This design comes from an exercise in tuning for small area on the open sky130 flow, not from production work.
In this exercise RTL edits were held to simulation tests only and were not proved equivalent to the original.
Power and IR drop assume default switching activity.

==> ember <==
==> flow/design.v <==
module ct_meas (
    input  wire        clk,
    input  wire        rst,         
    input  wire        start,
    input  wire        mode,        
    input  wire [1:0]  chan,
    input  wire [15:0] raw,
    output wire        ready,
    output wire        done,
    output wire        accept,
    output wire [1:0]  chan_next,
    output wire [34:0] ohms,
    output wire [15:0] vmv,
    output wire [27:0] digits,
    output wire        alert
);
    localparam [1:0] ST_IDLE = 2'd0, ST_H = 2'd1, ST_D = 2'd2, ST_B = 2'd3;
    reg  [2:0]  ph;
    reg  [1:0]  st;
    reg  [5:0]  rc;
    reg         done_r;
    reg         mode_r, neg_r, acc_r;
    reg  [1:0]  chan_r;
    reg  [34:0] O;
    reg  [20:0] R;
    reg  [20:0] S;
    reg         osv, rsv, ssv;    
    reg         oc, dc, bc;       
    reg         mb;               
    reg         q;                
    wire ph0 = (ph == 3'd0);
    wire ph6 = (ph == 3'd6);
    wire sH  = (st == ST_H);
    wire sD  = (st == ST_D);
    wire sB  = (st == ST_B);
    assign ready = (st == ST_IDLE) && ph6;
    wire   cap   = start && ready;
    assign done  = done_r;
    wire signed [15:0] s_in  = raw;
    wire               s_low  = (s_in <= 16'sd8000);
    wire               s_high = (s_in >= 16'sd24000);
    wire               a_in   = mode || (!s_low && !s_high) ||
                                (chan == 2'd3 && s_low) || (chan == 2'd0 && s_high);
    wire [1:0]         cn_in  = a_in ? chan : (s_low ? chan + 2'd1 : chan - 2'd1);
    reg [19:0] kc;
    always @(*) begin
        if (mode_r) kc = 20'd5489;
        else case (chan_r)
            2'd0:    kc = 20'd986;
            2'd1:    kc = 20'd9750;
            2'd2:    kc = 20'd100000;
            default: kc = 20'd668000;
        endcase
    end
    reg [4:0] kchunk;
    always @(*) begin
        case (ph)
            3'd0:    kchunk = kc[4:0];
            3'd1:    kchunk = kc[9:5];
            3'd2:    kchunk = kc[14:10];
            3'd3:    kchunk = kc[19:15];
            default: kchunk = 5'd0;
        endcase
    end
    reg [2:0] c8k;
    always @(*) begin
        case (ph)
            3'd2:    c8k = 3'b101;
            3'd3:    c8k = 3'b111;
            3'd4:    c8k = 3'b001;
            default: c8k = 3'b000;
        endcase
    end
    wire inj4k = (rc == 6'd5) || (rc == 6'd6) || (rc == 6'd7) ||
                 (rc == 6'd8) || (rc == 6'd9) || (rc == 6'd11);
    wire [4:0] o6   = O[34:30];
    wire       h0   = sH && (rc == 6'd0);
    wire       h1   = sH && (rc == 6'd1);
    wire       mbit = ph0 ? ssv : mb;
    wire       op_en  = sH && !h0 && (mbit || (h1 && !mode_r));
    wire       negop  = !h1 && (mode_r ? neg_r : 1'b1);
    wire       negall = sB && (rc == 6'd35) && mode_r && neg_r;
    wire       inj_h  = h1 ? 1'b0 : (mode_r ? inj4k : mb);
    wire       inj    = sH ? inj_h : (sD ? q : osv);
    wire       sin    = ph0 ? inj : osv;
    wire [4:0] sw     = h0 ? 5'd0 : {o6[3:0], sin};
    wire [4:0] oa     = sw ^ {5{negall}};
    wire [4:0] ob     = op_en ? (kchunk ^ {5{negop}}) : 5'd0;
    wire       ocin   = ph0 ? ((op_en && negop) || negall) : oc;
    wire [5:0] osum   = {1'b0, oa} + {1'b0, ob} + {5'd0, ocin};
    wire [2:0] r6    = R[20:18];
    wire [2:0] s6    = S[20:18];
    wire       dact  = sD && (rc != 6'd0);
    wire [2:0] rsw   = {r6[1:0], ph0 ? osv : rsv};
    wire [2:0] schk  = mode_r ? c8k : s6;
    wire       dcin  = ph0 ? q : dc;
    wire [3:0] dsum  = {1'b0, rsw} + {1'b0, schk ^ {3{q}}} + {3'd0, dcin};
    wire [3:0] dig   = {s6[0], r6};
    wire       ge5   = (dig >= 4'd5);
    wire [2:0] adj   = ge5 ? (dig[2:0] - 3'd5) : dig[2:0];
    wire       bcin  = ph0 ? osv : bc;
    wire [3:0] bout  = (rc == 6'd0) ? 4'd0 : {adj, bcin};
    wire [20:0] sv = {raw, 5'b00000};
    wire [20:0] s_cap = {sv[2:0], sv[5:3], sv[8:6], sv[11:9], sv[14:12], sv[17:15], sv[20:18]};
    always @(posedge clk) begin
        O   <= {O[29:0], osum[4:0]};
        osv <= o6[4];
        oc  <= osum[5];
        R   <= {R[17:0], sD ? (dact ? dsum[2:0] : 3'd0) : bout[2:0]};
        rsv <= r6[2];
        dc  <= dsum[3];
        bc  <= ge5;
        if (cap) begin
            S   <= s_cap;
            ssv <= 1'b0;
        end else begin
            ssv <= s6[2];
            if (sH)      S <= {S[17:0], s6[1:0], ssv};
            else if (sB) S <= {S[17:0], s6[2:1], bout[3]};
            else         S <= {S[17:0], s6};
        end
        if (ph0) mb <= ssv;
        if (sH)
            q <= 1'b1;
        else if (sD && ph6)
            q <= !(dact && dsum[2]);
        if (cap) begin
            mode_r <= mode;
            neg_r  <= raw[15];
            acc_r  <= a_in;
            chan_r <= cn_in;
        end
        if (rst) begin
            ph     <= 3'd0;
            st     <= ST_IDLE;
            rc     <= 6'd0;
            done_r <= 1'b0;
        end else begin
            ph     <= ph6 ? 3'd0 : ph + 3'd1;
            done_r <= 1'b0;
            if (ph6) begin
                case (st)
                    ST_IDLE: if (start) begin st <= ST_H; rc <= 6'd0; end
                    ST_H:    if (rc == 6'd16) begin st <= ST_D; rc <= 6'd0; end
                             else rc <= rc + 6'd1;
                    ST_D:    if (rc == 6'd36) begin st <= ST_B; rc <= 6'd0; end
                             else rc <= rc + 6'd1;
                    default: if (rc == 6'd35) begin st <= ST_IDLE; done_r <= 1'b1; end
                             else rc <= rc + 6'd1;
                endcase
            end
        end
    end
    assign ohms = {O[4:0], O[9:5], O[14:10], O[19:15], O[24:20], O[29:25], O[34:30]};
    assign vmv  = ohms[15:0];
    assign digits = {S[0], R[2:0],   S[3], R[5:3],   S[6], R[8:6],   S[9], R[11:9],
                     S[12], R[14:12], S[15], R[17:15], S[18], R[20:18]};
    assign alert = !mode_r && (ohms[34:7] == 28'd0) && (ohms[6:0] <= 7'd80);
    assign accept    = acc_r;
    assign chan_next = chan_r;
endmodule
==> flow/flow/run.sh <==
#!/bin/bash
set -e
export BUFFER_PORTS_ARGS="-buffer_cell sky130_fd_sc_hd__buf_1"
bash standard.sh > standard.log 2>&1
==> flow/standard.sh <==
#!/bin/bash
# synth_recipe.tcl (not shown) runs the flow's synth.tcl, then flattens the netlist and writes it again
# the make line also repeats each setting of config.mk as NAME=value (left out here)
make -C /OpenROAD-flow-scripts/flow DESIGN_CONFIG=/design/flow/config.mk WORK_HOME=/design/flow/orfs CLKGATE_MAP_FILE= SYNTH_SCRIPT=/design/flow/synth_recipe.tcl "${@:-finish}"
==> flow/config.mk <==
export PLATFORM = sky130hd
export DESIGN_NAME = ct_meas
export DESIGN_NICKNAME = ct_meas
export VERILOG_FILES = /design/flow/design.v
export SDC_FILE = /design/flow/constraint.sdc
export NUM_CORES = 4
export LEC_CHECK = 0
export ABC_AREA = 1
export CAP_MARGIN = 20
export CORE_MARGIN = 2
export CORE_UTILIZATION = 70
export SLEW_MARGIN = 20
==> flow/constraint.sdc <==
create_clock -name core_clock -period 10.0 [get_ports {clk}]
set_input_delay 2.0000 -clock core_clock [delete_from_list [all_inputs] [get_ports {clk}]]
set_output_delay 2.0000 -clock core_clock [all_outputs]
set_load 0.01 [all_outputs]
==> yarrow (differences from ember) <==
==> flow/run.sh (new file) <==
#!/bin/bash
# synth_recipe.tcl (not shown) runs the flow's synth.tcl, then flattens the netlist and writes it again
# the make line also repeats each setting of config.mk as NAME=value (left out here)
make -C /OpenROAD-flow-scripts/flow DESIGN_CONFIG=/design/flow/config.mk WORK_HOME=/design/flow/orfs CLKGATE_MAP_FILE= SYNTH_SCRIPT=/design/flow/synth_recipe.tcl finish
Settings changed: ABC_AREA 1 to not set, CORE_UTILIZATION 70 to 40.
removed: flow/flow/run.sh
removed: flow/standard.sh
==> comparison <==
In ember the sequential power is larger than in yarrow, by 10%.
Between yarrow and ember, the lower fmax is in yarrow (gap about 15%, measured against ember).
Between ember and yarrow, the lower worst setup slack is in yarrow (gap 650 ps).
In yarrow the combinational power is smaller than in ember, by about 2%.
In ember the clock power is lower than in yarrow, by about 4%.
==> figures <==
	yarrow	ember
Met1 demand-to-capacity share in global routing	0.208	0.306
Global-route total usage across every layer	0.161	0.260
Met2 usage in global routing	0.261	0.462
Net count after synthesis	481	598
Placed Area	5390 sq um	4780 sq um
Syn avg cell area	10.3 sq um	8.27 sq um
Basic-gate share of the synthesized area counting and, or, nand and nor cells	0.148	0.230
Final setup skew	10.1 ps	12.5 ps
Overall power	1.06 mW	1.11 mW
Result of the run	finished clean	finished clean
Area of the multi-input gates	1970 sq um	1940 sq um

==> what the ideal ports hide <==
No port has a modelled driver above. Below, the same layouts with a new extraction and two added sets of constraints.
Step 1: set_driving_cell puts a clkbuf_16 on clk and a buf_2 on each other input, an assumption about the parent block.
Step 2 adds t to the input delays and takes it off the output delays; t is the mean of the earliest and latest rising clock arrival at the registers after step 1. Input paths then give back, and output paths get back, about the clock's delay inside the block.
a / b / c = no drivers / after step 1 / after step 2; a / b = the first two.
run	shift t [ns]	setup slack, ns	worst setup path at the end	worst register clock-pin slew, ns	worst data-port slew with drivers (ns)
ember	0.394	6.313 / 6.280 / 6.639	input to register	0.10 / 0.10	0.04
yarrow	0.393	5.665 / 5.630 / 5.854	input to register	0.10 / 0.10	0.03
After both steps every run listed still meets setup and hold.
